This is an optimization exercise on Yosys and OpenROAD, whose aim is small area, a short achievable clock period and few clock cycles per item, not a production implementation.
The RTL was checked by simulation tests, not by an equivalence proof against the original design.
Power and IR drop assume default switching activity.

===== flow/design.v =====
module cbus_rx (
    input  wire       clk,
    input  wire       rst,           
    input  wire       cfg_valid,
    input  wire [7:0] cfg_addr,
    input  wire       cfg_domain,    
    output wire       map_fault,
    input  wire       short_form,    
    input  wire       in_valid,
    input  wire [7:0] in_data,
    input  wire       in_last,
    output wire       in_ready,
    output wire       out_valid,
    input  wire       out_ready,
    output wire [2:0] out_type,
    output wire [7:0] out_ack_char,
    output wire       out_monitored,
    output wire       out_ok,
    output wire       out_domain,
    output wire [7:0] out_csum,
    output wire [5:0] out_len,
    output wire [3:0] out_nsubs,
    output wire [7:0] out_id,
    output wire [7:0] out_group,
    output wire [7:0] out_param,
    output wire       out_has_param
);
    localparam [7:0] CH_CR          = 8'h0D;
    localparam [7:0] CH_LF          = 8'h0A;
    localparam [7:0] CH_STX         = 8'h5C;
    localparam [7:0] CH_ACK         = 8'h2E;
    localparam [7:0] CH_NAK         = 8'h23;
    localparam [7:0] CH_NAK_CORRUPT = 8'h24;
    localparam [7:0] CH_NAK_NOCLOCK = 8'h25;
    localparam [7:0] CH_NAK_TOOLONG = 8'h27;
    localparam [2:0] T_ACK          = 3'd0;
    localparam [2:0] T_NAK          = 3'd1;
    localparam [2:0] T_NAK_CORRUPT  = 3'd2;
    localparam [2:0] T_NAK_NOCLOCK  = 3'd3;
    localparam [2:0] T_NAK_TOOLONG  = 3'd4;
    localparam [2:0] T_FRAME        = 3'd5;
    localparam [2:0] T_SUB          = 3'd6;
    localparam [2:0] P_IDLE = 3'd0;
    localparam [2:0] P_STX  = 3'd1;
    localparam [2:0] P_ACKP = 3'd2;
    localparam [2:0] P_HIGH = 3'd3;
    localparam [2:0] P_LOW  = 3'd4;
    localparam [2:0] P_CR   = 3'd5;    
    localparam [3:0] W_CODE  = 4'd0;   
    localparam [3:0] W_SKA   = 4'd1;   
    localparam [3:0] W_SKB   = 4'd2;   
    localparam [3:0] W_ROUTE = 4'd3;   
    localparam [3:0] W_SKN   = 4'd4;   
    localparam [3:0] W_APP   = 4'd5;   
    localparam [3:0] W_SKL   = 4'd6;   
    localparam [3:0] W_WALK  = 4'd7;   
    localparam [3:0] W_FAIL  = 4'd8;
    function is_hex(input [7:0] c);
        is_hex = (c >= 8'h30 && c <= 8'h39) || (c >= 8'h41 && c <= 8'h46);
    endfunction
    function [3:0] hexval(input [7:0] c);
        if (c[6]) hexval = c[3:0] + 4'd9;
        else      hexval = c[3:0];
    endfunction
    function [1:0] short_len(input [7:0] id);
        if (id == 8'h79 || id == 8'h01 || id == 8'h09) short_len = 2'd1;
        else if ((id & 8'h87) == 8'h02)                short_len = 2'd2;
        else                                           short_len = 2'd0;
    endfunction
    reg        rst_q;          
    reg        sf;             
    reg        started;        
    reg [2:0]  phase;
    reg [7:0]  prevc;
    reg [3:0]  nib;
    reg        crlast;
    reg        rdy;            
    reg        bev;
    reg        clr_q;          
    reg [7:0]  bq;
    reg [5:0]  len;
    reg [7:0]  sum;
    reg [7:0]  pend;           
    reg [7:0]  bufm [2:30];    
    reg [3:0]  ws0, ws1;
    reg [7:0]  rc0, rc1;       
    reg [3:0]  ns0, ns1;
    reg        bt0, bt1;       
    reg        bd0, bd1;       
    reg        lk0, lk1;       
    reg        dm0, dm1;       
    reg [4:0]  off0, off1;
    reg [255:0] mapL, mapT;
    reg        cq_v, cq_d;     
    reg [7:0]  cq_a;
    reg        fault_q;
    reg        rL, rT;         
    reg [7:0]  pC;             
    reg        pv;
    reg [2:0]  ptype;
    reg [7:0]  pa;
    reg [5:0]  plen;
    reg [3:0]  pns;
    reg        pmon, pok, pdom, pbuf;
    reg [4:0]  poff;
    reg        act;
    reg        skp;            
    reg [4:0]  rp;
    reg [3:0]  cnt;
    reg        sv;             
    reg [7:0]  o_a, o_b, o_c;
    reg        o_f;
    wire [7:0] maddr = started ? pend : cfg_addr;
    wire [7:0] mL8   = mapL[{maddr[7:3], 3'd0} +: 8];
    wire [7:0] mT8   = mapT[{maddr[7:3], 3'd0} +: 8];
    wire       rdL   = rL;
    wire       rdT   = rT;
    always @(posedge clk) begin
        if (rst_q) begin
            mapL <= 256'd0;
            mapT <= 256'd0;
        end else if (cq_v) begin
            if (cq_d) mapT[cq_a] <= 1'b1;
            else      mapL[cq_a] <= 1'b1;
        end
    end
    integer i;
    always @(posedge clk) begin
        rst_q <= rst;
        rL    <= mL8[maddr[2:0]];
        rT    <= mT8[maddr[2:0]];
        cq_a  <= cfg_addr;
        cq_d  <= cfg_domain;
        for (i = 0; i < 8; i = i + 1)
            pC[i] <= cfg_valid && !rst_q && (cfg_addr[2:0] == i[2:0]) &&
                     ((cfg_domain ? mL8[i] : mT8[i]) ||
                      (cq_v && (cq_a == {cfg_addr[7:3], i[2:0]}) && (cq_d != cfg_domain)));
        if (rst) begin
            cq_v    <= 1'b0;
            fault_q <= 1'b0;
        end else begin
            cq_v    <= cfg_valid;
            fault_q <= map_fault;
        end
    end
    assign map_fault = fault_q || (pC != 8'd0);
    function [7:0] bget(input [4:0] s);
        if (s >= 5'd2 && s <= 5'd30) bget = bufm[s];
        else                         bget = 8'h00;
    endfunction
    wire [2:0] rrow  = rp[4:2];
    wire [1:0] rcol  = rp[1:0];
    wire [2:0] rrow1 = rrow + 3'd1;
    wire [7:0] bk0 = bget({(2'd0 < rcol) ? rrow1 : rrow, 2'd0});
    wire [7:0] bk1 = bget({(2'd1 < rcol) ? rrow1 : rrow, 2'd1});
    wire [7:0] bk2 = bget({(2'd2 < rcol) ? rrow1 : rrow, 2'd2});
    wire [7:0] bk3 = bget({rrow, 2'd3});
    function [7:0] bsel(input [1:0] k, input [7:0] a0, input [7:0] a1,
                        input [7:0] a2, input [7:0] a3);
        case (k)
            2'd0: bsel = a0;
            2'd1: bsel = a1;
            2'd2: bsel = a2;
            default: bsel = a3;
        endcase
    endfunction
    wire [7:0] e_id  = bsel(rcol,         bk0, bk1, bk2, bk3);
    wire [7:0] e_grp = bsel(rcol + 2'd1,  bk0, bk1, bk2, bk3);
    wire [7:0] e_prm = bsel(rcol + 2'd2,  bk0, bk1, bk2, bk3);
    wire       e_two = ((e_id & 8'h87) == 8'h02);    
    assign in_ready = rdy;
    wire       take = in_valid && rdy;
    wire [7:0] c    = in_data;
    wire       c_hx = is_hex(c);
    wire [3:0] c_v  = hexval(c);
    wire offer_p = pv && !act && !sv;     
    wire sadv    = !sv || out_ready;       
    wire pull    = offer_p && out_ready;   
    assign out_valid     = sv || offer_p;
    assign out_type      = sv ? T_SUB : ptype;
    assign out_ack_char  = pa;
    assign out_csum      = pa;
    assign out_len       = plen;
    assign out_ok        = pok;
    assign out_domain    = pdom;
    assign out_nsubs     = pns;
    assign out_monitored = pmon;
    assign out_id        = o_a;
    assign out_group     = o_b;
    assign out_param     = o_c;
    assign out_has_param = o_f;
    wire bd0e = lk0 ? (rdL | rdT) : bd0;
    wire dm0e = lk0 ? rdT : dm0;
    wire bd1e = lk1 ? (rdL | rdT) : bd1;
    wire dm1e = lk1 ? rdT : dm1;
    wire ok0 = (ws0 == W_WALK) && (rc0[4:0] == 5'd0) && bd0e && !(dm0e && bt0) && !fault_q;
    wire ok1 = (ws1 == W_WALK) && (rc1[4:0] == 5'd0) && bd1e && !(dm1e && bt1) && !fault_q;
    wire lenok = clr_q || !len[5];      
    reg       f_clr;            
    reg       f_byte;           
    reg       f_done;           
    reg       f_mon;
    reg       f_rep;            
    reg [2:0] f_rtype;
    reg [2:0] phase_n;
    always @(*) begin
        f_clr   = 1'b0;
        f_byte  = 1'b0;
        f_done  = 1'b0;
        f_mon   = 1'b0;
        f_rep   = 1'b0;
        f_rtype = T_ACK;
        phase_n = phase;
        case (phase)
            P_IDLE, P_STX: if (take) begin
                if (c_hx) begin
                    f_clr   = 1'b1;
                    phase_n = P_LOW;
                end else if (phase == P_IDLE && c == CH_STX) begin
                    phase_n = P_STX;
                end else begin
                    phase_n = (phase == P_IDLE) ? P_ACKP : P_IDLE;
                end
            end
            P_ACKP: if (take) begin
                phase_n = P_IDLE;
                f_rep   = 1'b1;
                if (c == CH_ACK)              f_rtype = T_ACK;
                else if (c == CH_NAK)         f_rtype = T_NAK;
                else if (c == CH_NAK_CORRUPT) f_rtype = T_NAK_CORRUPT;
                else if (c == CH_NAK_NOCLOCK) f_rtype = T_NAK_NOCLOCK;
                else if (c == CH_NAK_TOOLONG) f_rtype = T_NAK_TOOLONG;
                else                          f_rep   = 1'b0;
            end
            P_HIGH: if (take) begin
                if (c_hx)            phase_n = P_LOW;
                else if (c == CH_CR) phase_n = P_CR;
                else                 phase_n = P_IDLE;
            end
            P_LOW: if (take) begin
                if (c_hx && lenok) begin
                    f_byte  = 1'b1;
                    phase_n = P_HIGH;
                end else begin
                    phase_n = P_IDLE;
                end
            end
            P_CR: begin
                f_done = crlast ? !pv : take;
                f_mon  = !crlast && (c == CH_LF);
                if (take && !f_mon) begin
                    if (c_hx) begin
                        f_clr   = 1'b1;
                        phase_n = P_LOW;
                    end else if (c == CH_STX) begin
                        phase_n = P_STX;
                    end else begin
                        phase_n = P_ACKP;
                    end
                end else if (f_done) begin
                    phase_n = P_IDLE;
                end
            end
            default: phase_n = P_IDLE;
        endcase
    end
    always @(posedge clk) begin
        sf    <= short_form;
        bev   <= f_byte;
        clr_q <= f_clr;
        bq    <= {nib, c_v};
        if (take) begin
            prevc <= c;
            nib   <= c_v;
            if (phase == P_HIGH) crlast <= in_last;
        end
        if (rst) begin
            phase   <= P_IDLE;
            started <= 1'b0;
        end else begin
            phase <= phase_n;
            if (in_valid) started <= 1'b1;
        end
    end
    wire [1:0] pk  = short_len(pend);
    wire       pbt = ((pend & 8'h87) == 8'h02) && (pend != 8'h02);
    always @(posedge clk) begin
        if (bev && len >= 6'd2 && len <= 6'd30)
            bufm[len[4:0]] <= bq;
    end
    always @(posedge clk) begin
        if (clr_q) begin
            len  <= 6'd0;
            sum  <= 8'h00;
            ws0  <= W_CODE;
            ws1  <= sf ? W_APP : W_SKA;
            ns0  <= 4'd0;
            ns1  <= 4'd0;
            bt0  <= 1'b0;
            bt1  <= 1'b0;
            bd0  <= 1'b0;
            bd1  <= 1'b0;
            lk0  <= 1'b0;
            lk1  <= 1'b0;
        end else begin
            if (lk0) begin
                bd0 <= rdL | rdT;
                dm0 <= rdT;
                lk0 <= 1'b0;
            end
            if (lk1) begin
                bd1 <= rdL | rdT;
                dm1 <= rdT;
                lk1 <= 1'b0;
            end
            if (bev) begin
                len  <= len + 6'd1;
                sum  <= sum + bq;
                pend <= bq;
                if (len != 6'd0) begin
                    case (ws0)
                        W_CODE: begin
                            if (pend[2:0] == 3'd5)      ws0 <= W_APP;
                            else if (pend[2:0] == 3'd3) ws0 <= W_SKB;
                            else                        ws0 <= W_FAIL;
                        end
                        W_SKB: ws0 <= W_ROUTE;
                        W_ROUTE: begin
                            rc0 <= pend - 8'd9;
                            if (pend < 8'd9) ws0 <= W_APP;
                            else             ws0 <= W_SKN;
                        end
                        W_SKN: begin
                            rc0 <= rc0 - 8'd9;
                            if (rc0 < 8'd9) ws0 <= W_APP;
                        end
                        W_APP: begin
                            lk0 <= 1'b1;
                            ws0 <= W_SKL;
                        end
                        W_SKL: begin
                            ws0  <= W_WALK;
                            off0 <= len[4:0];
                            rc0  <= 8'd0;
                        end
                        W_WALK: begin
                            if (rc0[4:0] != 5'd0) begin
                                rc0 <= rc0 - 8'd1;
                            end else if (pend[7]) begin
                                rc0 <= {3'd0, pend[4:0]};
                            end else if (pk == 2'd0) begin
                                ws0 <= W_FAIL;
                            end else begin
                                rc0 <= {6'd0, pk};
                                ns0  <= ns0 + 4'd1;
                                if (pbt) bt0 <= 1'b1;
                            end
                        end
                        default: ;
                    endcase
                    case (ws1)
                        W_SKA: ws1 <= W_SKB;
                        W_SKB: ws1 <= W_APP;
                        W_APP: begin
                            lk1 <= 1'b1;
                            ws1 <= sf ? W_SKL : W_ROUTE;
                        end
                        W_ROUTE: begin
                            rc1 <= pend - 8'd9;
                            if (pend < 8'd9) begin
                                ws1  <= W_WALK;
                                off1 <= len[4:0];
                                rc1  <= 8'd0;
                            end else begin
                                ws1  <= W_SKN;
                            end
                        end
                        W_SKN: begin
                            rc1 <= rc1 - 8'd9;
                            if (rc1 < 8'd9) begin
                                ws1  <= W_WALK;
                                off1 <= len[4:0];
                                rc1  <= 8'd0;
                            end
                        end
                        W_SKL: begin
                            ws1  <= W_WALK;
                            off1 <= len[4:0];
                            rc1  <= 8'd0;
                        end
                        W_WALK: begin
                            if (rc1[4:0] != 5'd0) begin
                                rc1 <= rc1 - 8'd1;
                            end else if (pend[7]) begin
                                rc1 <= {3'd0, pend[4:0]};
                            end else if (pk == 2'd0) begin
                                ws1 <= W_FAIL;
                            end else begin
                                rc1 <= {6'd0, pk};
                                ns1  <= ns1 + 4'd1;
                                if (pbt) bt1 <= 1'b1;
                            end
                        end
                        default: ;
                    endcase
                end
            end
        end
    end
    wire [5:0] lenc = bev ? len + 6'd1 : len;    
    wire hz_c = (lenc >= 6'd2) && (lenc <= 6'd30) &&
                ((pv && pbuf) || (act && (lenc[4:0] >= rp)));
    wire acr_n = (phase_n == P_ACKP) || (phase_n == P_CR);
    wire low_c = ((phase == P_HIGH) && take && c_hx) || ((phase == P_LOW) && !take);
    wire rdy_n = !(acr_n && (f_done || (pv && !pull))) && !(low_c && hz_c);
    always @(posedge clk) begin
        if (act && sadv) begin
            if (skp) begin
                skp <= 1'b0;
                rp  <= rp + 5'd1 + o_a[4:0];
            end else if (e_id[7]) begin
                skp <= 1'b1;
                o_a <= e_id;
            end else begin
                o_a <= e_id;
                o_b <= e_grp;
                o_c <= e_prm;
                o_f <= e_two;
                rp  <= e_two ? rp + 5'd3 : rp + 5'd2;
                cnt <= cnt - 4'd1;
            end
        end else if (pull) begin
            rp  <= poff;
            cnt <= pns;
        end
        if (f_done) begin
            ptype <= T_FRAME;
            pa    <= 8'h00 - sum;
            plen  <= len;
            pmon  <= f_mon;
            if (f_mon) begin
                pok  <= ok1;
                pdom <= dm1e;
                pns  <= ns1;
                poff <= off1;
                pbuf <= ok1 && (ns1 != 4'd0);
            end else begin
                pok  <= ok0;
                pdom <= dm0e;
                pns  <= ns0;
                poff <= off0;
                pbuf <= ok0 && (ns0 != 4'd0);
            end
        end else if (f_rep) begin
            ptype <= f_rtype;
            pa    <= prevc;
            pbuf  <= 1'b0;
        end
        if (rst) begin
            rdy <= 1'b0;
            pv  <= 1'b0;
            act <= 1'b0;
            skp <= 1'b0;
            sv  <= 1'b0;
        end else begin
            rdy <= rdy_n;
            pv  <= (f_done || f_rep) || (pv && !pull);
            if (sadv)
                sv <= act && !skp && !e_id[7];
            if (act && sadv && !skp && !e_id[7] && cnt == 4'd1)
                act <= 1'b0;
            else if (pull)
                act <= pbuf;
        end
    end
endmodule

===== flow/flow/run.sh =====
#!/bin/bash
# The standard layout (standard.sh: ORFS synthesis through final
# routing), with these changes to how the layout is made:
#  * ports are buffered with buf_4 instead of the resizer's default pick;
#  * the resizer may change a cell's footprint when it repairs timing;
#  * clock tree sinks are clustered in larger groups (fewer clock buffers).
# Make's full output goes to flow_make.log in this folder; each ORFS step
# keeps its own log under orfs/logs/.
set -euo pipefail
bash standard.sh SETUP_SLACK_MARGIN=6.3 \
    "BUFFER_PORTS_ARGS=-buffer_cell sky130_fd_sc_hd__buf_4" \
    MATCH_CELL_FOOTPRINT=0 \
    CTS_CLUSTER_SIZE=24 CTS_CLUSTER_DIAMETER=80 \
    finish > flow_make.log 2>&1

===== flow/standard.sh =====
#!/bin/bash
# synth_recipe.tcl (not shown) runs the flow's synth.tcl, then flattens the netlist and writes it again
# the make line also repeats each setting of config.mk as NAME=value (left out here)
make -C /OpenROAD-flow-scripts/flow DESIGN_CONFIG=/design/flow/config.mk WORK_HOME=/design/flow/orfs CLKGATE_MAP_FILE= SYNTH_SCRIPT=/design/flow/synth_recipe.tcl "${@:-finish}"

===== flow/config.mk =====
export PLATFORM = sky130hd
export DESIGN_NAME = cbus_rx
export DESIGN_NICKNAME = cbus_rx
export VERILOG_FILES = /design/flow/design.v
export SDC_FILE = /design/flow/constraint.sdc
export NUM_CORES = 4
export LEC_CHECK = 0
export CAP_MARGIN = 20
export CORE_MARGIN = 2
export CORE_UTILIZATION = 40
export SLEW_MARGIN = 20

===== flow/constraint.sdc =====
create_clock -name core_clock -period 10.0 [get_ports {clk}]
set_input_delay 2.0000 -clock core_clock [delete_from_list [all_inputs] [get_ports {clk}]]
set_output_delay 2.0000 -clock core_clock [all_outputs]
set_load 0.01 [all_outputs]

==> results of run 1 <==
## cells by family after synthesis
| group | Yosys count | share of synthesized area [%] |
|---|---|---|
| flops | 938 | 55.3 |
| buf+inv | 346 | 3.76 |
| mux | 250 | 11.5 |
| simple gates | 1302 | 13.8 |
| fa+ha+maj | 56 | 1.75 |
| compound gates | 871 | 12.4 |
| xor+xnor | 63 | 1.49 |
## cell usage after synthesis, drive strengths merged (16+ instances only)
library cell / instances
nor2: 732
o22ai: 18
and2: 30
buf: 71
nand3: 58
ha: 50
mux4: 166
nor2b: 24
nor3: 38
a31oi: 30
nand4: 16
xnor2: 38
mux2: 28
dfxtp: 592
a211oi: 22
edfxtp: 346
nand2: 293
clkbuf: 203
mux2i: 56
a21oi: 602
nand2b: 22
inv: 69
o21ai: 69
a311oi: 19
xor2: 25
and3: 27
## worst paths after layout
kind / from / to / slack [ns]
worst max register to register: cq_a[0] / mapT[121] / 6.37
worst max-delay path: cfg_addr[7] / rL / 6.20
worst min-delay path: nib[3] / bq[7] / 0.35
worst min register to register: nib[3] / bq[7] / 0.35
## layer usage
metal  GRT usage (%)  part of all wire (%)
met4            6.75                   3.0
met3            3.58                   7.4
met1            29.9                    42
met5               0                 0.017
met2            36.5                    47
## layout by cell type (no fill, tap or decap), drive strengths merged, types with 69 or more instances in the layout
cell type  netlist  final
dfxtp          592    592
a21oi          602    602
nor2           732    732
o21ai           69     69
clkbuf         203     77
buf             71    209
nand2          293    293
mux4           166    166
edfxtp         346    346
inv             69     75
## stage by stage
step / area (µm²) / utilization (%) / std cells / power, mW / hold slack [ns]
global placement: 41900 / 42.0 / 4991 / 4.45 / 0.326
finish: 45200 / 45.2 / 5150 / 6.69 / 0.349
floorplan: 40500 / - / 3826 / 4.31 / 0.323
detailed placement: 41900 / 42.0 / 4991 / 4.45 / 0.329
CTS: 44100 / 44.2 / 5095 / 6.66 / 0.351
global route: 45200 / 45.2 / 5149 / 6.87 / 0.365
## what timing repair did
item                                    CTS  global route
resized for setup                        87            73
endpoints found under the setup margin   72           141
buffers inserted                         22            42
cloned                                    7            12
pin swaps                                 4            23
## power by group through the flow
stage                     Clock, mW  Sequential [mW]  Combinational [mW]
after global placement            0             4.09               0.359
after detailed placement          0             4.09               0.361
after CTS                      2.27             4.00               0.398
final                          2.22             4.00               0.465
after floorplan                   0             4.08               0.232
after global routing           2.38             4.01               0.482
## area by class of cell
type	count	area (µm²)	share of cell area, %
Timing Repair Buffer	222	2320	5.13
Tap cell	1298	1620	3.59
Multi-Input combinational cell	2543	17300	38.2
Clock buffer	64	1310	2.91
Timing Repair inverter	1	5.00	0.0111
Inverter	72	280	0.620
Sequential cell	938	22300	49.2
Antenna cell	1	2.50	0.00554
Clock inverter	11	106	0.235
==> summary.txt, run 1 <==
- Crit path cell chain: buf_4 -> mux2i_4 -> buf_4 -> a31oi_2 -> buf_4 -> mux4_2 -> mux2i_1
- Worst max-slew margin expressed relative to the limit: around a fifth
- Final setup vio count: 0
- Category of the critical setup timing path: in2reg
- Largest delay contributor family on the critical path: multiplexers
- Required arrival time at the worst endpoint: ~11 ns
- Most used flip-flop cell after synthesis: dfxtp_1
- Final Cycle Share: 38.0%
- Minimum setup slack in the final design: 6.20 ns
- Critical path startpoint category: input pin
- Endpoint kind of the worst setup timing path: flop
- Largest net degree at the start of global routing: between 200 and 250
- Logic depth of the worst register-to-register path: 11
- Clock tree from TritonCTS: yes
- Initial antenna violation count: 2
- Register bit count reported by yosys: roughly 940
- Final ANT Viol Nets: 0
- Cells taking the most area after synthesis: dfxtp_1 29%, edfxtp_1 26%, mux4_2 9.2%
- Overall die height: 321 µm
- Area of the die: about 100000 µm²
- Sequential element share of the synthesized area: a little under three fifths
- Switching fraction of total power: 24.2%
- Number of warnings reported in the yosys synthesis log: 1
- Register clock-pin slew on the reported worst setup and hold paths: about 0.10 ns
- Placeable core region: between 90000 and 100000 µm²
- Delay of the slowest critical-path stage: ~0.64 ns
- Via count of the first global-routing pass: about 28000
- Final min period: 3.80 ns
- Sum Neg Setup Slack: 0 ns
- Aggregate global-route resource usage: 22.1%
- Number of nets produced by synthesis: 3902
- Initial core utilization: a little over 40%
- Standard-cell row count: roughly 120
- First drt pass iteration count: 7
- Remaining Overflow, GRT: 0
- Critical path buffer and inverter count: 3
- Placer's final routability congestion estimate: 0.852
- Area added between synthesis and finish: 12.4%
- Count of input and output buffers: just over 80
- Post-synth EDFFs: 346
- Logic depth of the worst path, buffers included: 7
- FFs w/ async S/R, synth: 0%
- Routed via count divided by cell count: about 5.7
- Arrival time reported for the critical path endpoint: between 4 and 5 ns
- Hold Vio Cnt, Final: 0
- Gate power share: ~7%
- Maximum root-to-sink buffer count: 3
- Worst hold path depth: 0
- Number of levels the H-tree was split into: 2
- Drc violations: 0
- Static Leak: 15.8 nW
- Power density relative to cell area: about 150 nW/µm²
- Result of the run: no timing/DRC/antenna violations
- I/O pin count: 84
- Fraction of final layout cells sized beyond drive strength 1: 16.3%
- Number of buffers added to fix hold violations after cts: 0
- Routed length per instance: 23.1 µm
- Relative contribution of the clock network to total power: between 30% and 40%
- Final Max Tran Viols: 0
- Inserted Clock Buffers: between 40 and 50
- Critical path peak fanout: 24
- Sequential power share: about three fifths
- Highest Clock Rate: ~260 MHz
- Tightest Hold Check Type: reg2reg
- Gate count of the mapped netlist: between 3000 and 4000
- Filler cells: 9344
- Count of different cell masters after synthesis: 84
- Worst path slowest cell: mux2i_4
- Global-route wire length before repair: about 170000 µm
- Total half-perimeter wirelength after legalization and detailed placement: between 70000 and 80000 µm
- Detailed-route wire length: roughly 120000 µm
- DRC violation total after the first TritonRoute iteration: 2832
- Total Nets Final: about 3900
- Switching power summed over all nets: around 1.6 mW
- Clock tree sinks: approximately 940
- Largest area contributor in the netlist: dfxtp_1
- Worst-margin pin slew: roughly 1.2 ns
- Syn_area_per_cell: approximately 11 µm²
- Width of the die: ~320 µm
- Routed vias: a little under 30000
- Largest vdd supply drop: 0.122 mV
- Unrepaired setup endpoints after global routing: true
- Skew-Pair Late Insertion Delay: roughly 0.66 ns
- Most common cell on crit path: buf_4
- Clock root buffer master: clkbuf_16
- Maximum clock skew at final layout: between 0.02 and 0.03 ns
- Max-Cap Viols: 0
- Top cell type's share of synthesized area: between 20% and 30%
- Internal Dissipation: between 5 and 6 mW
- Netlist area before placement: roughly 40000 µm²
- Setup WS pre-CTS: between 4 and 5 ns
Testbench counts, summed over its fixed seeds: cycles 55,274, chars 54,986.
==> inputs of run 2 (changes only) <==
--- a/flow/flow/run.sh
+++ b/flow/flow/run.sh
@@ -3,3 +3,3 @@
 # routing), with these changes to how the layout is made:
-#  * ports are buffered with buf_4 instead of the resizer's default pick;
+#  * ports are buffered with buf_2 instead of the resizer's default pick;
 #  * the resizer may change a cell's footprint when it repairs timing;
@@ -10,3 +10,3 @@
 bash standard.sh SETUP_SLACK_MARGIN=6.3 \
-    "BUFFER_PORTS_ARGS=-buffer_cell sky130_fd_sc_hd__buf_4" \
+    "BUFFER_PORTS_ARGS=-buffer_cell sky130_fd_sc_hd__buf_2" \
     MATCH_CELL_FOOTPRINT=0 \
==> run 2 against run 1 <==
Setup slack lost 0.061 ns. Flip-flop and latch count is the same. Clock skew grew 0.0021 ns. Clock-buffer cell count grew 5. First-iteration DRC count grew 14%. Synthesized cell count is the same. Largest cell class unchanged. Highest routed layer unchanged.
==> summary.txt, run 2 <==
- Result of the run: no timing/DRC/antenna violations
- Destination of the worst register-to-register timing path: rp[2]
- Syn_area_per_cell: 10.5 µm² (unchanged)
- Largest delay contributor family on the critical path: multiplexers
- Endpoint kind of the worst setup timing path: flop
- Number of levels the H-tree was split into: 2 (unchanged)
- Final Cycle Share: 38.6% (+0.61 points)
- Total Nets Final: 3885 (-0.44%)
- Remaining Overflow, GRT: 0 (unchanged)
- Critical path buffer and inverter count: 6 (+3)
- Total half-perimeter wirelength after legalization and detailed placement: 70200 µm (-2.1%)
- Netlist area before placement: 40200 µm² (unchanged)
- Category of the critical setup timing path: in2reg
- Final Max Tran Viols: 0 (unchanged)
- Count of different cell masters after synthesis: 84 (unchanged)
- Area of the die: 103000 µm² (unchanged)
- Count of input and output buffers: 83 (unchanged)
- Tightest Hold Check Type: reg2reg
- Most used flip-flop cell after synthesis: dfxtp_1
- Largest net degree at the start of global routing: 102 (-54%)
- Placeable core region: 99900 µm² (unchanged)
- Max-Cap Viols: 0 (unchanged)
- Commonest cells after routing, fill and taps aside: 713 x nor2_1, 599 x a21oi_1, 588 x dfxtp_1
- Number of buffers added to fix hold violations after cts: 0 (unchanged)
- Required arrival time at the worst endpoint: 10.57 ns (-0.02 ns)
- Largest area contributor in the netlist: dfxtp_1
- Initial antenna violation count: 4 (+2)
- Logic depth of the worst path, buffers included: 14 (+7)
- Area added between synthesis and finish: 11.4%
- Clock tree from TritonCTS: yes
- Maximum clock skew at final layout: 0.0277 ns (+0.00214 ns)
- Register-to-register path setup slack: 6.37 ns (about the same)
- Static Leak: 15.7 nW (-1.0%)
- Routed vias: 29556 (-0.17%)
- Launch point of the worst path: cfg_addr[3]
- Fraction of final layout cells sized beyond drive strength 1: 15.5% (-0.73 points)
- Delay of the slowest critical-path stage: 0.43 ns (-0.21 ns)
- Detailed-route wire length: 119000 µm (-0.48%)
- Critical path peak fanout: 6 (-75%)
- Design Area, Final: 44800 µm² (-0.89%)
- Capturing instance or port of the critical path: rL
- DRC violation total after the first TritonRoute iteration: 3230 (+14%)
- Largest vdd supply drop: 0.130 mV (+6.5%)
- Hold Vio Cnt, Final: 0 (unchanged)
- Worst max-slew margin expressed relative to the limit: 18.5% (-0.53 points)
- Routed via count divided by cell count: 5.75 (about the same)
- Standard-cell row count: 116 (unchanged)
- Unrepaired setup endpoints after global routing: true
- Final hold slack: 0.349 ns (-0.000259 ns)
- Logic depth of the worst register-to-register path: 11 (unchanged)
- Final setup vio count: 0 (unchanged)
- Overall die height: 321 µm (unchanged)
- Number of warnings reported in the yosys synthesis log: 1 (unchanged)
- Final cell utilization of the core: 44.8% (-0.40 points)
- Final ANT Viol Nets: 0 (unchanged)
- Worst-margin pin slew: 1.21 ns (+0.00262 ns)
- Top cell type's share of synthesized area: 29.5% (unchanged)
- Cells taking the most area after synthesis: dfxtp_1 29%, edfxtp_1 26%, mux4_2 9.2%
- Cell types with the highest counts after synthesis: 729 x nor2_1, 602 x a21oi_1, 592 x dfxtp_1
- Post-synth EDFFs: 346 (unchanged)
- Most common cell after layout, fill and taps aside: nor2_1
- I/O pin count: 84 (unchanged)
- Routed length per instance: 23.1 µm (-0.23%)
- Register bit count reported by yosys: 938 (unchanged)
- Clock root buffer master: clkbuf_16
- Source of the worst register-to-register timing path: rp[2]
- Critical path startpoint category: input pin
- Worst path slowest cell: mux4_2
- Initial core utilization: 40.3% (unchanged)
- Gate count of the mapped netlist: 3826 (unchanged)
- Highest Clock Rate: 259 MHz (-1.6%)
- Sum Neg Setup Slack: 0 ns (unchanged)
- Width of the die: 321 µm (unchanged)
- Skew-Pair Late Insertion Delay: 0.65 ns (about the same)
- Drc violations: 0 (unchanged)
- Filler cells: 9312 (-0.34%)
- Via count of the first global-routing pass: 28410 (+2.7%)
- Global-route wire length before repair: 179000 µm (+2.3%)
- Inserted Clock Buffers: 49 (+2.1%)
- Maximum root-to-sink buffer count: 3 (unchanged)
- Final min period: 3.86 ns (+0.0614 ns)
- Power density relative to cell area: 151 nW/µm² (+2.0%)
- Register clock-pin slew on the reported worst setup and hold paths: 0.10 ns (about the same)
- Clock tree sinks: 938 (unchanged)
- FFs w/ async S/R, synth: 0% (unchanged)
- Arrival time reported for the critical path endpoint: 4.43 ns (+0.04 ns)
- Crit path cell chain: buf_8 -> mux2i_4 -> buf_6 -> buf_12 -> buf_12 -> buf_16 -> mux4_2 -> nand2_1 -> and3_1 -> a311oi_2 -> a31oi_2 -> buf_4 -> mux4_2 -> mux2i_1
- Aggregate global-route resource usage: 22.6% (+0.49 points)
- Placer's final routability congestion estimate: 0.870 (+2.1%)
- Number of nets produced by synthesis: 3902 (unchanged)
- First drt pass iteration count: 9 (+2)
- Sequential element share of the synthesized area: 55.3% (unchanged)
- Dominant cell by count in the synthesized netlist: nor2_1
- DP Area: 41700 µm² (-0.50%)
-- run 2: cell types whose count changed in the layout (fill, tap and decap cells not counted), moves of 4 or more --
cell,before,now
buf_4,171,77
buf_2,0,81
a311oi_2,10,14
buf_12,20,14
-- run 2: layer usage --
| metal | wire [µm] | vias up | part of all wire, % | track usage (%) |
|---|---|---|---|---|
| li1 | - | 13585 | - | - |
| met2 | 54900 | 1152 | 46 | 36.7 |
| met1 | 50500 | 14570 | 43 | 31.0 |
| met3 | 8780 | 245 | 7.4 | 3.29 |
| met4 | 4490 | 4 | 3.8 | 7.77 |
| met5 | 27 | - | 0.023 | 0 |
-- run 2: cell families (layout without fill, tap and decap cells) --
group	after synthesis	in the layout	share of synthesized area, %
buf+inv	346	357	3.76
xor+xnor	63	63	1.49
mux	250	251	11.5
flops	938	938	55.3
compound gates	871	871	12.4
other cells	0	1	0
fa+ha+maj	56	56	1.75
simple gates	1302	1302	13.8
-- run 2: worst min-delay path by stage --
stage	cells after the start	slack, ns	startpoint	endpoint
3_5_place_dp	0	0.33	nib[0]	bq[4]
3_3_place_gp	0	0.33	nib[2]	bq[6]
4_1_cts	0	0.35	nib[0]	bq[4]
5_1_grt	0	0.36	nib[0]	bq[4]
2_1_floorplan	0	0.32	nib[0]	bq[4]
6_report	0	0.35	nib[3]	bq[7]
-- run 2: power breakdown --
group,internal (mW),switching (mW)
logic,0.143,0.308
clock network,1.02,1.30
registers,3.97,0.0274
total,5.14,1.63
-- run 2: stage by stage --
| step | setup slack (ns) | std cells | total power, mW |
|---|---|---|---|
| after floorplan | 6.05 | 3826 | 4.31 |
| after global placement | 4.90 | 4990 | 4.45 |
| after detailed placement | 4.86 | 4990 | 4.45 |
| after CTS | 6.20 | 5124 | 6.81 |
| after global routing | 6.07 | 5136 | 6.97 |
| final | 6.14 | 5137 | 6.77 |
-- run 2: timing repair --
action | 4_1_cts | 5_1_grt
endpoints found under the setup margin | 65 | 182
buffers inserted | 34 | 7
gates resized for setup | 107 | 27
cloned | 20 | 3
pin swaps | 13 | 7
-- run 2: layout make-up --
| cell class | count | area, µm² | area share, % |
|---|---|---|---|
| Sequential cell | 938 | 22200 | 49.7 |
| Multi-Input combinational cell | 2543 | 17200 | 38.4 |
| Timing Repair Buffer | 204 | 1880 | 4.20 |
| Tap cell | 1298 | 1620 | 3.63 |
| Clock buffer | 69 | 1390 | 3.09 |
| Inverter | 72 | 278 | 0.620 |
| Clock inverter | 11 | 156 | 0.349 |
| Timing Repair inverter | 1 | 5.00 | 0.0112 |
| Antenna cell | 1 | 2.50 | 0.00559 |
==> inputs of run 3 (changes only) <==
--- a/flow/config.mk
+++ b/flow/config.mk
@@ -7,5 +7,5 @@
 export LEC_CHECK = 0
-export CAP_MARGIN = 20
+export CAP_MARGIN = 5
 export CORE_MARGIN = 2
 export CORE_UTILIZATION = 40
-export SLEW_MARGIN = 20
+export SLEW_MARGIN = 5
==> run 3 against run 2 <==
Still clean on timing, DRC and antenna. Utilization hardly changed. Clock power hardly changed. Die area stayed put. Cell count hardly changed. Global-route usage stayed put. Via count is 0.45% higher. Combinational power hardly changed. Non-clock buffer count is 1 higher. Highest routed layer unchanged.
==> summary.txt, run 3 <==
- Result of the run: no timing/DRC/antenna violations
- Relative contribution of the clock network to total power: 34.3% (about the same)
- Final cell utilization of the core: 44.9% (about the same)
- Gate count of the mapped netlist: 3826 (unchanged)
- Final ANT Viol Nets: 0 (unchanged)
- Area added between synthesis and finish: 11.4% (about the same)
- Most common cell after layout, fill and taps aside: nor2_1
- Max-Cap Viols: 0 (unchanged)
- Count of input and output buffers: 83 (unchanged)
- I/O pin count: 84 (unchanged)
- Number of warnings reported in the yosys synthesis log: 1 (unchanged)
- Largest vdd supply drop: 0.132 mV (+1.2%)
- Static Leak: 15.7 nW (about the same)
- DP Area: 41700 µm² (unchanged)
- Arrival time reported for the critical path endpoint: 4.37 ns (-0.06 ns)
- Overall die height: 321 µm (unchanged)
- Maximum clock skew at final layout: 0.0249 ns (-0.00278 ns)
- Initial core utilization: 40.3% (unchanged)
- Clock tree sinks: 938 (unchanged)
- Worst-margin pin slew: 1.24 ns (+0.0262 ns)
- Final min period: 3.84 ns (-0.0172 ns)
- Global-route wire length before repair: 179000 µm (unchanged)
- Critical path peak fanout: 6 (unchanged)
- Final Max Tran Viols: 0 (unchanged)
- Sum Neg Setup Slack: 0 ns (unchanged)
- Total half-perimeter wirelength after legalization and detailed placement: 70200 µm (unchanged)
- First drt pass iteration count: 8 (-1)
- Largest area contributor in the netlist: dfxtp_1
- Startpoint of the lowest-slack hold path: nib[3]
- Width of the die: 321 µm (unchanged)
- Register clock-pin slew on the reported worst setup and hold paths: 0.10 ns (about the same)
- Cells taking the most area after synthesis: dfxtp_1 29%, edfxtp_1 26%, mux4_2 9.2%
- Worst path slowest cell: mux4_2
- Final setup vio count: 0 (unchanged)
- Destination of the worst register-to-register timing path: mapT[90]
- Top cell type's share of synthesized area: 29.5% (unchanged)
- Cell types with the highest counts after synthesis: 729 x nor2_1, 602 x a21oi_1, 592 x dfxtp_1
- Final Cycle Share: 38.4% (-0.17 points)
- Register bit count reported by yosys: 938 (unchanged)
- Hold Vio Cnt, Final: 0 (unchanged)
- Commonest cells after routing, fill and taps aside: 714 x nor2_1, 600 x a21oi_1, 588 x dfxtp_1
- Delay of the slowest critical-path stage: 0.49 ns (+0.06 ns)
- Count of different cell masters after synthesis: 84 (unchanged)
- Dominant cell by count in the synthesized netlist: nor2_1
- Number of levels the H-tree was split into: 2 (unchanged)
- Routed length per instance: 23.2 µm (+0.50%)
- Maximum root-to-sink buffer count: 3 (unchanged)
- Endpoint kind of the worst setup timing path: flop
- Largest net degree at the start of global routing: 102 (unchanged)
- Inserted Clock Buffers: 49 (unchanged)
- Via count of the first global-routing pass: 28410 (unchanged)
- Placeable core region: 99900 µm² (unchanged)
- Internal Dissipation: 5.14 mW (about the same)
- Detailed-route wire length: 119000 µm (+0.54%)
- Critical path buffer and inverter count: 6 (unchanged)
- Routed vias: 29689 (+0.45%)
- Sequential power share: 59.0% (about the same)
- Crit path cell chain: buf_8 -> mux2i_4 -> buf_6 -> clkbuf_16 -> buf_12 -> clkbuf_16 -> mux4_2 -> nand2_1 -> a311oi_2 -> a31oi_2 -> inv_1 -> a221oi_2 -> nor4b_1
- Total Nets Final: 3886 (+0.026%)
- Placer's final routability congestion estimate: 0.870 (unchanged)
- FFs w/ async S/R, synth: 0% (unchanged)
- Fraction of final layout cells sized beyond drive strength 1: 15.6% (+0.048 points)
- Source of the worst register-to-register timing path: cq_a[0]
- Post-synth EDFFs: 346 (unchanged)
- Power density relative to cell area: 151 nW/µm² (about the same)
- Skew-Pair Late Insertion Delay: 0.65 ns (about the same)
- Area of the die: 103000 µm² (unchanged)
- Worst hold path depth: 0 (unchanged)
- Hold Path End: bq[7]
- DRC violation total after the first TritonRoute iteration: 3102 (-4.0%)
- Final hold slack: 0.349 ns (+0.000116 ns)
- Aggregate global-route resource usage: 22.6% (unchanged)
- Switching fraction of total power: 24.2% (+0.062 points)
- Syn_area_per_cell: 10.5 µm² (unchanged)
- Logic depth of the worst register-to-register path: 11 (unchanged)
- Tightest Hold Check Type: reg2reg
- Category of the critical setup timing path: in2reg
- Standard-cell row count: 116 (unchanged)
- Highest Clock Rate: 260 MHz (+0.45%)
- Most common cell on crit path: clkbuf_16
- Netlist area before placement: 40200 µm² (unchanged)
- Design Area, Final: 44800 µm² (about the same)
- Most used flip-flop cell after synthesis: dfxtp_1
- Remaining Overflow, GRT: 0 (unchanged)
- Unrepaired setup endpoints after global routing: true
- Clock tree from TritonCTS: yes
- Drc violations: 0 (unchanged)
- Largest delay contributor family on the critical path: buffers and inverters
- Required arrival time at the worst endpoint: 10.53 ns (-0.04 ns)
- Worst max-slew margin expressed relative to the limit: 16.8% (-1.8 points)
- Number of nets produced by synthesis: 3902 (unchanged)
- Gate power share: 6.7% (about the same)
- Initial antenna violation count: 4 (unchanged)
- Critical path startpoint category: input pin
- Sequential element share of the synthesized area: 55.3% (unchanged)
- Register-to-register path setup slack: 6.35 ns (-0.02 ns)
- Clock root buffer master: clkbuf_16
- Routed via count divided by cell count: 5.78 (+0.41%)
- Switching power summed over all nets: 1.64 mW (+0.32%)
## run 3: how the worst max path moves through the flow
| stage | from | endpoint | cells after the start | slack [ns] |
|---|---|---|---|---|
| 6_report | cfg_addr[3] | pC[6] | 13 | 6.16 |
| 5_1_grt | cfg_addr[3] | pC[6] | 14 | 6.06 |
| 4_1_cts | cfg_addr[3] | pC[2] | 14 | 6.20 |
| 3_5_place_dp | cfg_addr[3] | pC[2] | 11 | 4.86 |
| 3_3_place_gp | cfg_addr[3] | pC[2] | 11 | 4.90 |
| 2_1_floorplan | cfg_addr[3] | pC[4] | 11 | 6.05 |
## run 3: layout make-up
type                       count  area [µm²]
tap                         1298        1620
timing repair buffer         205        1880
clock buffer                  69        1390
fill                        9300       55100
clock inverter                11         156
inverter                      72         278
sequential                   938       22200
multi-input combinational   2543       17200
timing repair inverter         1        5.00
antenna                        2        5.00
## run 3: power groups by stage
stage | combinational, mW | clock [mW] | sequential (mW)
after floorplan | 0.232 | 0 | 4.08
after global placement | 0.361 | 0 | 4.08
after detailed placement | 0.362 | 0 | 4.08
after CTS | 0.438 | 2.37 | 4.00
after global routing | 0.471 | 2.50 | 4.00
final | 0.453 | 2.32 | 4.00
## run 3: stage by stage
| stage | worst slack (ns) | total power [mW] | std cells |
|---|---|---|---|
| 2_1_floorplan | 6.05 | 4.31 | 3826 |
| 3_3_place_gp | 4.90 | 4.45 | 4990 |
| 3_5_place_dp | 4.86 | 4.45 | 4990 |
| 4_1_cts | 6.20 | 6.81 | 5124 |
| 5_1_grt | 6.06 | 6.97 | 5137 |
| 6_report | 6.16 | 6.77 | 5139 |
## run 3: cells by family after synthesis
family | share of synthesized area (%)
AOI/OAI and AO/OA | 12.4
muxes | 11.5
adders and majority gates | 1.75
buffers and inverters | 3.76
DFF | 55.3
and+or+nand+nor | 13.8
xor gates and xnor gates | 1.49
## run 3: per-layer routing
| layer | track usage (%) | share of wire, % | vias up |
|---|---|---|---|
| li1 | - | - | 13584 |
| met1 | 31.0 | 42 | 14661 |
| met2 | 36.7 | 46 | 1190 |
| met3 | 3.29 | 7.6 | 250 |
| met4 | 7.77 | 3.9 | 4 |
| met5 | 0 | 0.023 | - |
## run 3: timing repair
action | 4_1_cts | 5_1_grt
cloned | 20 | 4
buffers inserted | 34 | 9
gates resized for setup | 107 | 31
hold buffers | 0 | 0
setup endpoints to repair | 65 | 177
pin swaps | 13 | 10
==> inputs of run 4 (changes only) <==
--- a/flow/config.mk
+++ b/flow/config.mk
@@ -7,5 +7,6 @@
 export LEC_CHECK = 0
-export CAP_MARGIN = 5
+export CAP_MARGIN = 10
 export CORE_MARGIN = 2
 export CORE_UTILIZATION = 40
-export SLEW_MARGIN = 5
+export GPL_ROUTABILITY_DRIVEN = 0
+export SLEW_MARGIN = 10
==> run 4 against run 3 <==
Still clean. Clock-buffer cell count did not move. Clock skew unchanged. Global-route usage is the same. Power did not move. Register-to-register slack about the same. Sequential power about the same. Area after synthesis did not move. Clock power about the same. Maximum frequency unchanged. Via count unchanged. Routed wire length is the same. Critical path type unchanged. Largest cell class unchanged.
==> summary.txt, run 4 <==
- Result of the run: no timing/DRC/antenna violations
- Area added between synthesis and finish: 11.4% (unchanged)
- Worst-margin pin slew: 1.24 ns (unchanged)
- Internal Dissipation: 5.14 mW (unchanged)
- Unrepaired setup endpoints after global routing: true
- Final Max Tran Viols: 0 (unchanged)
- Static Leak: 15.7 nW (unchanged)
- Gate power share: 6.7% (about the same)
- Sequential power share: 59.0% (about the same)
- Detailed-route wire length: 119000 µm (unchanged)
- Number of buffers added to fix hold violations after cts: 0 (unchanged)
- I/O pin count: 84 (unchanged)
- Placed Cells: 4990 (unchanged)
- Largest net degree at the start of global routing: 102 (unchanged)
- Top cell type's share of synthesized area: 29.5% (unchanged)
- Clock tree from TritonCTS: yes
- Remaining Overflow, GRT: 0 (unchanged)
- Post-layout instance count excluding filler cells: 5139 (unchanged)
- FFs w/ async S/R, synth: 0% (unchanged)
- Width of the die: 321 µm (unchanged)
- Switching power summed over all nets: 1.64 mW (unchanged)
- Skew-Pair Late Insertion Delay: 0.65 ns (about the same)
- Sum Neg Setup Slack: 0 ns (unchanged)
- Most common cell after layout, fill and taps aside: nor2_1
- Largest vdd supply drop: 0.132 mV (unchanged)
- Via count of the first global-routing pass: 28410 (unchanged)
- Overall die height: 321 µm (unchanged)
- Initial core utilization: 40.3% (unchanged)
- Most used flip-flop cell after synthesis: dfxtp_1
- Number of levels the H-tree was split into: 2 (unchanged)
- Number of nets produced by synthesis: 3902 (unchanged)
- Initial antenna violation count: 4 (unchanged)
- Sequential element share of the synthesized area: 55.3% (unchanged)
- Register bit count reported by yosys: 938 (unchanged)
- Area of the die: 103000 µm² (unchanged)
- Highest Clock Rate: 260 MHz (unchanged)
- Maximum clock skew at final layout: 0.0249 ns (unchanged)
- Critical path peak fanout: 6 (unchanged)
- Inserted Clock Buffers: 49 (unchanged)
- Clock root buffer master: clkbuf_16
- Number of warnings reported in the yosys synthesis log: 1 (unchanged)
- Clock tree sinks: 938 (unchanged)
- Placeable core region: 99900 µm² (unchanged)
- Cell types with the highest counts after synthesis: 729 x nor2_1, 602 x a21oi_1, 592 x dfxtp_1
- Tightest Hold Check Type: reg2reg
- Standard-cell row count: 116 (unchanged)
- Fraction of final layout cells sized beyond drive strength 1: 15.6% (unchanged)
- DP Area: 41700 µm² (unchanged)
- Aggregate global-route resource usage: 22.6% (unchanged)
- Startpoint of the lowest-slack hold path: nib[3]
- Count of input and output buffers: 83 (unchanged)
- Routed vias: 29689 (unchanged)
- Required arrival time at the worst endpoint: 10.53 ns (about the same)
- Final Cycle Share: 38.4% (unchanged)
- Largest area contributor in the netlist: dfxtp_1
- Gate count of the mapped netlist: 3826 (unchanged)
- Worst max-slew margin expressed relative to the limit: 16.8% (unchanged)
- Cells taking the most area after synthesis: dfxtp_1 29%, edfxtp_1 26%, mux4_2 9.2%
- Dominant cell by count in the synthesized netlist: nor2_1
- Category of the critical setup timing path: in2reg
- Endpoint kind of the worst setup timing path: flop
- First drt pass iteration count: 8 (unchanged)
- Netlist area before placement: 40200 µm² (unchanged)
- Final setup vio count: 0 (unchanged)
- Max-Cap Viols: 0 (unchanged)
- Total half-perimeter wirelength after legalization and detailed placement: 70200 µm (unchanged)
- Syn_area_per_cell: 10.5 µm² (unchanged)
- Count of different cell masters after synthesis: 84 (unchanged)
- Hold Vio Cnt, Final: 0 (unchanged)
- Drc violations: 0 (unchanged)
- Commonest cells after routing, fill and taps aside: 714 x nor2_1, 600 x a21oi_1, 588 x dfxtp_1
- Global-route wire length before repair: 179000 µm (unchanged)
- Arrival time reported for the critical path endpoint: 4.37 ns (about the same)
- Launch point of the worst path: cfg_addr[3]
- Register clock-pin slew on the reported worst setup and hold paths: 0.10 ns (about the same)
- Maximum root-to-sink buffer count: 3 (unchanged)
- Post-synth EDFFs: 346 (unchanged)
- Design Area, Final: 44800 µm² (unchanged)
- Routed via count divided by cell count: 5.78 (unchanged)
- Final ANT Viol Nets: 0 (unchanged)
- Total Nets Final: 3886 (unchanged)
- Final min period: 3.84 ns (unchanged)
- Power density relative to cell area: 151 nW/µm² (unchanged)
- Source of the worst register-to-register timing path: cq_a[0]
- Routed length per instance: 23.2 µm (unchanged)
- Relative contribution of the clock network to total power: 34.3% (about the same)
- Critical path startpoint category: input pin
- Switching fraction of total power: 24.2% (unchanged)
- DRC violation total after the first TritonRoute iteration: 3102 (unchanged)
## run 4: path summary, 6_finish.rpt
kind	to	slack, ns	cells past startpoint
worst max-delay path	pC[6]	6.16	13
worst min-delay path	bq[7]	0.35	0
worst max register to register	mapT[90]	6.35	11
worst min register to register	bq[7]	0.35	0
## run 4: repair_timing
item	in CTS	in global routing
pin swaps	13	10
endpoints found under the setup margin	65	177
gates resized for setup	107	31
buffers inserted	34	9
gates cloned	20	4
## run 4: power by group through the flow
stage	logic [mW]	clock network [mW]	registers, mW
6_report	0.453	2.32	4.00
5_1_grt	0.471	2.50	4.00
4_1_cts	0.438	2.37	4.00
3_5_place_dp	0.362	0	4.08
3_3_place_gp	0.361	0	4.08
2_1_floorplan	0.232	0	4.08
## run 4: final cells by class
type	count	area, µm²
repair buffers	205	1880
well taps	1298	1620
multi-input cells	2543	17200
inverters	72	278
fillers	9300	55100
clock buffers	69	1390
flip-flops and latches	938	22200
clock inverters	11	156
repair inverters	1	5.00
diodes	2	5.00
## run 4: kinds of logic after synthesis
logic type	synth area share, %
buffers and inverters	3.76
AO/OA/AOI/OAI	12.4
multiplexers	11.5
XOR/XNOR	1.49
AND/OR/NAND/NOR	13.8
adder cells (fa/ha/maj)	1.75
flip-flops	55.3
## run 4: layer usage
| layer | global-route usage, % | wire, µm | share of wire, % |
|---|---|---|---|
| met1 | 31.0 | 50500 | 42 |
| met2 | 36.7 | 55000 | 46 |
| met3 | 3.29 | 9110 | 7.6 |
| met4 | 7.77 | 4630 | 3.9 |
| met5 | 0 | 27 | 0.023 |
## run 4: metrics by stage
step	hold WS, ns	power, mW	setup slack (ns)	util [%]
5_1_grt	0.359	6.97	6.06	44.8
3_3_place_gp	0.328	4.45	4.90	41.8
3_5_place_dp	0.328	4.45	4.86	41.8
6_report	0.349	6.77	6.16	44.9
4_1_cts	0.352	6.81	6.20	44.6
2_1_floorplan	0.323	4.31	6.05	-
## run 4: critical path, stage by stage
cell	delay, ns
buf_8	0.10
mux2i_4	0.16
buf_6	0.15
clkbuf_16	0.19
buf_12	0.14
clkbuf_16	0.16
mux4_2	0.49
nand2_1	0.10
a311oi_2	0.11
a31oi_2	0.30
inv_1	0.10
a221oi_2	0.27
nor4b_1	0.09
==> inputs of run 5 (changes only) <==
--- a/flow/design.v
+++ b/flow/design.v
@@ -81,3 +81,3 @@
     reg [5:0]  len;
-    reg [7:0]  sum;
+    reg [7:0]  nsum;           
     reg [7:0]  pend;           
@@ -129,4 +129,4 @@
         rst_q <= rst;
-        rL    <= mL8[maddr[2:0]];
-        rT    <= mT8[maddr[2:0]];
+        rL    <= mL8[pend[2:0]];    
+        rT    <= mT8[pend[2:0]];
         cq_a  <= cfg_addr;
@@ -293,3 +293,3 @@
             len  <= 6'd0;
-            sum  <= 8'h00;
+            nsum <= 8'h00;
             ws0  <= W_CODE;
@@ -317,3 +317,3 @@
                 len  <= len + 6'd1;
-                sum  <= sum + bq;
+                nsum <= nsum - bq;
                 pend <= bq;
@@ -437,3 +437,3 @@
             ptype <= T_FRAME;
-            pa    <= 8'h00 - sum;
+            pa    <= nsum;
             plen  <= len;
--- a/flow/config.mk
+++ b/flow/config.mk
@@ -7,6 +7,5 @@
 export LEC_CHECK = 0
-export CAP_MARGIN = 10
+export CAP_MARGIN = 20
 export CORE_MARGIN = 2
 export CORE_UTILIZATION = 40
-export GPL_ROUTABILITY_DRIVEN = 0
-export SLEW_MARGIN = 10
+export SLEW_MARGIN = 20
==> run 5 against run 4 <==
Cell count decreased by 2.3%. Sequential power about the same. Die area down 1.4%. Clock-buffer cell count fell by 7. Clock skew up 0.0073 ns. Maximum frequency increased by 1.3%. Global-route usage shrank 1.1 points. Critical path type unchanged. Largest cell class unchanged.
==> summary.txt, run 5 <==
- Result of the run: no timing/DRC/antenna violations
- Post-synth EDFFs: 346 (unchanged)
- Largest area contributor in the netlist: dfxtp_1
- Total half-perimeter wirelength after legalization and detailed placement: 69000 µm (-1.8%)
- Count of input and output buffers: 83 (unchanged)
- Static Leak: 15.5 nW (-1.1%)
- Aggregate global-route resource usage: 21.6% (-1.1 points)
- Syn_area_per_cell: 10.7 µm² (+1.6%)
- Worst max-slew margin expressed relative to the limit: 23.1% (+6.4 points)
- Fraction of the mapped netlist area in adder cells: 1.77% (+0.019 points)
- I/O pin count: 84 (unchanged)
- Via count of the first global-routing pass: 26961 (-5.1%)
- Highest Clock Rate: 264 MHz (+1.3%)
- Gate power share: 6.6% (about the same)
- Gate count of the mapped netlist: 3710 (-3.0%)
- Xor-xnor portion of the synthesized cell area: 1.23% (-0.26 points)
- Fraction of final layout cells sized beyond drive strength 1: 16.8% (+1.2 points)
- Number of nets produced by synthesis: 3785 (-3.0%)
- Relative contribution of the clock network to total power: 34.3% (about the same)
- Hold Vio Cnt, Final: 0 (unchanged)
- Wire length on met1: 49400 µm (-2.1%)
- Routed length per instance: 22.8 µm (-1.8%)
- Width of the die: 319 µm (-0.72%)
- Final setup vio count: 0 (unchanged)
- Total Nets Final: 3781 (-2.7%)
- Skew-Pair Late Insertion Delay: 0.66 ns (about the same)
- Mux contribution to synthesized area: 12.0% (+0.54 points)
- Number of warnings reported in the yosys synthesis log: 1 (unchanged)
- Switching power summed over all nets: 1.61 mW (-1.6%)
- Inserted Diodes: 0 (-2)
- Unrepaired setup endpoints after global routing: true
- Placer's final routability congestion estimate: between 0.9 and 1
- Sum Neg Setup Slack: 0 ns (unchanged)
- Area added between synthesis and finish: 12.6%
- Category of the critical setup timing path: in2reg
- Compound-gate portion of the synthesized area: 12.2% (-0.12 points)
- Clock tree sinks: 938 (unchanged)
- Critical path peak fanout: 14 (+8)
- Drc violations: 0 (unchanged)
- Detailed-route wire length: 114000 µm (-4.1%)
- Inserted Clock Buffers: 49 (unchanged)
- Maximum clock skew at final layout: 0.0323 ns (+0.00734 ns)
- Dominant cell by count in the synthesized netlist: nor2_1
- Final ANT Viol Nets: 0 (unchanged)
- Switching fraction of total power: 23.8% (-0.33 points)
- Routed via count divided by cell count: 5.77 (-0.12%)
- Placeable core region: 98300 µm² (-1.6%)
- Clock tree from TritonCTS: yes
- Required arrival time at the worst endpoint: 10.60 ns (+0.07 ns)
- Netlist area before placement: 39600 µm² (-1.4%)
- Area of the die: 102000 µm² (-1.4%)
- Final hold slack: 0.349 ns (+0.000351 ns)
- Number of levels the H-tree was split into: 2 (unchanged)
- Max-Cap Viols: 0 (unchanged)
- Sequential element share of the synthesized area: 56.1% (+0.81 points)
- Remaining Overflow, GRT: 0 (unchanged)
- First drt pass iteration count: 6 (-2)
- Logic depth of the worst register-to-register path: 9 (-2)
- DRC violation total after the first TritonRoute iteration: 2846 (-8.3%)
- Power density relative to cell area: 151 nW/µm² (+0.15%)
- Critical path startpoint category: input pin
- Maximum root-to-sink buffer count: 3 (unchanged)
- Post-synthesis share of cell area spent on and, or, nand and nor gates: 13.2% (-0.63 points)
- Endpoint kind of the worst setup timing path: flop
- FFs w/ async S/R, synth: 0% (unchanged)
- Initial core utilization: 40.3% (+0.055 points)
- Sequential power share: 59.1% (about the same)
- Main combinational cell family by area after synthesis: simple AND/OR/NAND/NOR gates
- Overall die height: 319 µm (-0.72%)
- Most used flip-flop cell after synthesis: dfxtp_1
- Detail Route met3 WL: 9200 µm (+1.0%)
- Tightest Hold Check Type: reg2reg
- Register bit count reported by yosys: 938 (unchanged)
- Register clock-pin slew on the reported worst setup and hold paths: 0.10 ns (about the same)
- Internal Dissipation: 5.15 mW (+0.18%)
- Cells taking the most area after synthesis: dfxtp_1 30%, edfxtp_1 26%, mux4_2 9.6%
- Top cell type's share of synthesized area: 29.9% (+0.43 points)
- Most common cell after layout, fill and taps aside: nor2_1
- Cell types with the highest counts after synthesis: 691 x nor2_1, 592 x dfxtp_1, 579 x a21oi_1
- Global-route wire length before repair: 170000 µm (-4.9%)
- Max layer used: met5
- Worst-margin pin slew: 1.15 ns (-0.0882 ns)
- Largest vdd supply drop: 0.147 mV (+11%)
- Standard-cell row count: 115 (-0.86%)
- Arrival time reported for the critical path endpoint: 4.39 ns (+0.02 ns)
- Final Cycle Share: 37.9% (-0.50 points)
- Count of different cell masters after synthesis: 78 (-7.1%)
- Worst hold path depth: 0 (unchanged)
- Clock root buffer master: clkbuf_16
- Largest net degree at the start of global routing: 215 (+110%)
- Detail Route met2 WL: 52300 µm (-4.8%)
- Commonest cells after routing, fill and taps aside: 671 x nor2_1, 589 x dfxtp_1, 578 x a21oi_1
- Final Max Tran Viols: 0 (unchanged)
- Routed vias: 28978 (-2.4%)
- Initial antenna violation count: 5 (+1)
- Final min period: 3.79 ns (-0.0498 ns)
-- run 5: layer usage --
layer	GRT usage (%)	up-vias
met1	30.4	14330
li1	-	13294
met2	34.0	1148
met3	3.78	200
met5	0	-
met4	6.23	6
-- run 5: kinds of logic (layout without fill, tap and decap cells) --
kind of cell               count (synthesis)  after routing
adders and majority gates                 56             56
muxes                                    260            261
buffers and inverters                    332            356
xor gates and xnor gates                  55             55
AOI/OAI and AO/OA                        852            852
and+or+nand+nor                         1217           1217
DFF                                      938            938
-- run 5: what timing repair did --
item                                    CTS  global route
hold buffers                              0             0
setup buffers                            16            31
resized for setup                        69           110
cloned                                   11            13
pin swaps                                 5            28
endpoints found under the setup margin   82           164
-- run 5: final timing paths --
kind | startpoint | end | slack [ns]
min | nib[0] | bq[4] | 0.35
max reg2reg | cq_a[0] | mapT[185] | 6.27
max | cfg_addr[4] | rT | 6.21
min reg2reg | nib[0] | bq[4] | 0.35
-- run 5: layout make-up --
class | instances | area (µm²)
inverter | 60 | 233
tap | 1287 | 1610
timing repair buffer | 216 | 2080
multi-input combinational | 2441 | 16900
sequential | 938 | 22200
fill | 9137 | 53700
clock inverter | 18 | 206
clock buffer | 62 | 1340
-- run 5: power groups by stage --
stage	sequential (mW)	combinational [mW]	clock, mW
after global routing	4.00	0.465	2.50
after global placement	4.08	0.337	0
after detailed placement	4.08	0.340	0
after floorplan	4.08	0.227	0
after CTS	4.00	0.377	2.37
final	4.00	0.445	2.31
-- run 5: critical path, cell delays in order --
cell and delay [ns]:
buf_6 0.10, mux2i_4 0.26, clkbuf_16 0.25, buf_4 0.15, mux4_2 0.25, nand2_1 0.07, and3_1 0.20, a311oi_2 0.28
a31oi_2 0.10, mux4_2 0.56, mux2i_1 0.14
-- run 5: through the flow --
step                      util [%]  power, mW  setup WS (ns)  area [µm²]  cells
after floorplan                  -       4.31           6.09       40000   3710
after global placement        42.0       4.42           4.15       41200   4870
after detailed placement      42.0       4.42           4.11       41200   4870
after CTS                     44.2       6.74           6.28       43500   4977
after global routing          45.4       6.96           6.16       44600   5022
final                         45.4       6.76           6.21       44600   5022
Testbench counts of run 5, summed over its fixed seeds: cycles 55,274, chars 54,986.
==> inputs of run 6 (changes only) <==
--- a/flow/flow/run.sh
+++ b/flow/flow/run.sh
@@ -3,3 +3,3 @@
 # routing), with these changes to how the layout is made:
-#  * ports are buffered with buf_2 instead of the resizer's default pick;
+#  * ports are buffered with buf_4 instead of the resizer's default pick;
 #  * the resizer may change a cell's footprint when it repairs timing;
@@ -10,3 +10,3 @@
 bash standard.sh SETUP_SLACK_MARGIN=6.3 \
-    "BUFFER_PORTS_ARGS=-buffer_cell sky130_fd_sc_hd__buf_2" \
+    "BUFFER_PORTS_ARGS=-buffer_cell sky130_fd_sc_hd__buf_4" \
     MATCH_CELL_FOOTPRINT=0 \
==> run 6 against run 5 <==
Sequential power is essentially flat. Clock power shrank 3%. Cell count shrank 0.46%. Highest routed layer unchanged.
==> summary.txt, run 6 <==
- Result of the run: no timing/DRC/antenna violations
- Number of buffers added to fix hold violations after cts: 0 (unchanged)
- Static Leak: 15.4 nW (-0.94%)
- Routed length per instance: 22.1 µm (-2.8%)
- Highest Clock Rate: 267 MHz (+1.2%)
- Inserted Diodes: 0 (unchanged)
- Clock tree from TritonCTS: yes
- Final Max Tran Viols: 0 (unchanged)
- Filler cells: 9197 (+0.66%)
- I/O pin count: 84 (unchanged)
- Total Nets Final: 3760 (-0.56%)
- Endpoint kind of the worst setup timing path: flop
- Routed via count divided by cell count: 5.70 (-1.3%)
- Worst hold path depth: 0 (unchanged)
- Max-Cap Viols: 0 (unchanged)
- Met2 track demand over resource in global routing: 34.6% (+0.61 points)
- DRC violation total after the first TritonRoute iteration: 2992 (+5.1%)
- Placer's final routability congestion estimate: 0.881 (-5.0%)
- Maximum root-to-sink buffer count: 3 (unchanged)
- Most used flip-flop cell after synthesis: dfxtp_1
- FFs w/ async S/R, synth: 0% (unchanged)
- Area added between synthesis and finish: 12.0%
- Drc violations: 0 (unchanged)
- Overall die height: 319 µm (unchanged)
- Netlist area before placement: 39600 µm² (unchanged)
- Register clock-pin slew on the reported worst setup and hold paths: 0.10 ns (about the same)
- Total area of multi-input combinational cells: 16900 µm² (-0.16%)
- Power density relative to cell area: 150 nW/µm² (-0.95%)
- Global-route wire length before repair: 168000 µm (-1.2%)
- Initial core utilization: 40.3% (unchanged)
- Largest vdd supply drop: 0.127 mV (-14%)
- Routed vias: 28476 (-1.7%)
- Inserted Clock Buffers: 48 (-2.0%)
- Source of the worst register-to-register timing path: cq_a[0]
- Routing usage on met3: 3.21% (-0.57 points)
- Area of the die: 102000 µm² (unchanged)
- Register-to-register path setup slack: 6.33 ns (+0.06 ns)
- Cell types with the highest counts after synthesis: 691 x nor2_1, 592 x dfxtp_1, 579 x a21oi_1
- Number of warnings reported in the yosys synthesis log: 1 (unchanged)
- Category of the critical setup timing path: in2reg
- Final setup vio count: 0 (unchanged)
- Hold Path End: bq[5]
- Required arrival time at the worst endpoint: 10.58 ns (-0.02 ns)
- Largest area contributor in the netlist: dfxtp_1
- Count of input and output buffers: 83 (unchanged)
- Worst-margin pin slew: 1.17 ns (+0.0185 ns)
- Number of nets produced by synthesis: 3785 (unchanged)
- Via count of the first global-routing pass: 27013 (+0.19%)
- Final min period: 3.75 ns (-0.0460 ns)
- Final ANT Viol Nets: 0 (unchanged)
- Placeable core region: 98300 µm² (unchanged)
- Logic depth of the worst register-to-register path: 8 (-1)
- Cells taking the most area after synthesis: dfxtp_1 30%, edfxtp_1 26%, mux4_2 9.6%
- First drt pass iteration count: 6 (unchanged)
- Final Cycle Share: 37.5% (-0.46 points)
- Largest net degree at the start of global routing: 221 (+2.8%)
- Destination of the worst register-to-register timing path: mapT[147]
- Register bit count reported by yosys: 938 (unchanged)
- Hold Vio Cnt, Final: 0 (unchanged)
- Sequential cell area: 22200 µm² (about the same)
- Standard-cell row count: 115 (unchanged)
- Gate count of the mapped netlist: 3710 (unchanged)
- Tightest Hold Check Type: reg2reg
- Count of different cell masters after synthesis: 78 (unchanged)
- Unrepaired setup endpoints after global routing: true
- Critical path startpoint category: input pin
- Most common cell after layout, fill and taps aside: nor2_1
- Sum Neg Setup Slack: 0 ns (unchanged)
- Clock tree sinks: 938 (unchanged)
- Final Total Pwr: 6.66 mW (-1.4%)
- Critical path peak fanout: 64 (+50)
- Skew-Pair Late Insertion Delay: 0.66 ns (about the same)
- Sequential element share of the synthesized area: 56.1% (unchanged)
- Detailed-route wire length: 111000 µm (-3.3%)
- GR Util met1: 29.1% (-1.3 points)
- Top cell type's share of synthesized area: 29.9% (unchanged)
- Post-synth EDFFs: 346 (unchanged)
- Syn_area_per_cell: 10.7 µm² (unchanged)
- Aggregate global-route resource usage: 21.2% (-0.35 points)
- Initial antenna violation count: 3 (-2)
- Number of levels the H-tree was split into: 2 (unchanged)
- Remaining Overflow, GRT: 0 (unchanged)
- Worst max-slew margin expressed relative to the limit: 21.9% (-1.2 points)
- Commonest cells after routing, fill and taps aside: 664 x nor2_1, 590 x dfxtp_1, 578 x a21oi_1
- Dominant cell by count in the synthesized netlist: nor2_1
- Width of the die: 319 µm (unchanged)
- Clock root buffer master: clkbuf_16
- Busiest metal layer after global routing: met2
- Startpoint of the lowest-slack hold path: nib[1]
- Fraction of final layout cells sized beyond drive strength 1: 16.0% (-0.78 points)
- Total half-perimeter wirelength after legalization and detailed placement: 67900 µm (-1.5%)
- Maximum clock skew at final layout: 0.0468 ns (+0.0145 ns)
- Arrival time reported for the critical path endpoint: 4.33 ns (-0.06 ns)
[run 6: final cells by class]
cell class,instances,area share [%]
Clock buffer,67,3.06
Sequential cell,938,50.1
Tap cell,1287,3.63
Timing Repair Buffer,197,4.39
Multi-Input combinational cell,2440,38.0
Inverter,60,0.524
Clock inverter,10,0.276
[run 6: worst max-delay path by stage]
stage                           to   startpoint  slack [ns]
after floorplan                 rL  cfg_addr[3]        6.09
after detailed placement        rL  cfg_addr[3]        4.08
after global routing      mapL[13]      cq_a[0]        6.19
after global placement          rL  cfg_addr[3]        4.12
final                           rT  cfg_addr[6]        6.25
after CTS                       rL  cfg_addr[3]        6.24
[run 6: critical path, cell delays in order]
cell and delay (ns):
buf_4 0.15, mux2i_4 0.14, clkbuf_8 0.48, nand2_1 0.09, and3_1 0.22, a311oi_2 0.32, a31oi_4 0.11, mux4_2 0.51
mux2i_1 0.15
[run 6: what timing repair did]
| action | in CTS | in global routing |
|---|---|---|
| resized for setup | 101 | 52 |
| setup buffers | 17 | 27 |
| setup endpoints to repair | 93 | 95 |
| cloned | 12 | 3 |
| pin swaps | 15 | 20 |
[run 6: metrics by stage]
| step | utilization, % | area, µm² | worst slack, ns | std cells | hold slack [ns] |
|---|---|---|---|---|---|
| final | 45.2 | 44400 | 6.25 | 4999 | 0.353 |
| after global routing | 45.2 | 44400 | 6.19 | 4999 | 0.365 |
| after CTS | 44.5 | 43800 | 6.24 | 4968 | 0.354 |
| after detailed placement | 42.2 | 41400 | 4.08 | 4862 | 0.330 |
| after global placement | 42.1 | 41400 | 4.12 | 4862 | 0.326 |
| after floorplan | - | 40000 | 6.09 | 3710 | 0.323 |
[run 6: cells by family (layout without fill, tap and decap cells)]
group                    Yosys count  count (layout)  share of synthesized area, %
adder cells (fa/ha/maj)           56              56                          1.77
buffers and inverters            332             334                          3.40
multiplexers                     260             260                          12.0
AO/OA/AOI/OAI                    852             852                          12.2
flip-flops                       938             938                          56.1
XOR/XNOR                          55              55                          1.23
AND/OR/NAND/NOR                 1217            1217                          13.2
[run 6: report_power, final]
group / internal (mW) / switching [mW] / leakage [nW]
clock: 0.975 / 1.27 / 0.718
sequential: 3.97 / 0.0240 / 7.91
combinational: 0.135 / 0.281 / 6.73
[run 6: metal layers]
metal  up-vias  part of all wire [%]
met5         -                 0.024
met4         4                   3.1
met3       170                   6.8
met2       948                    47
met1     14104                    43
li1      13250                     -

Setup slack of run 6, layout unchanged: 6.254 ns with ideal ports, 6.280 ns with driving cells assumed (clock clkbuf_16, inputs buf_2), 5.581 ns with port delays also shifted by the 0.711 ns mid clock arrival.
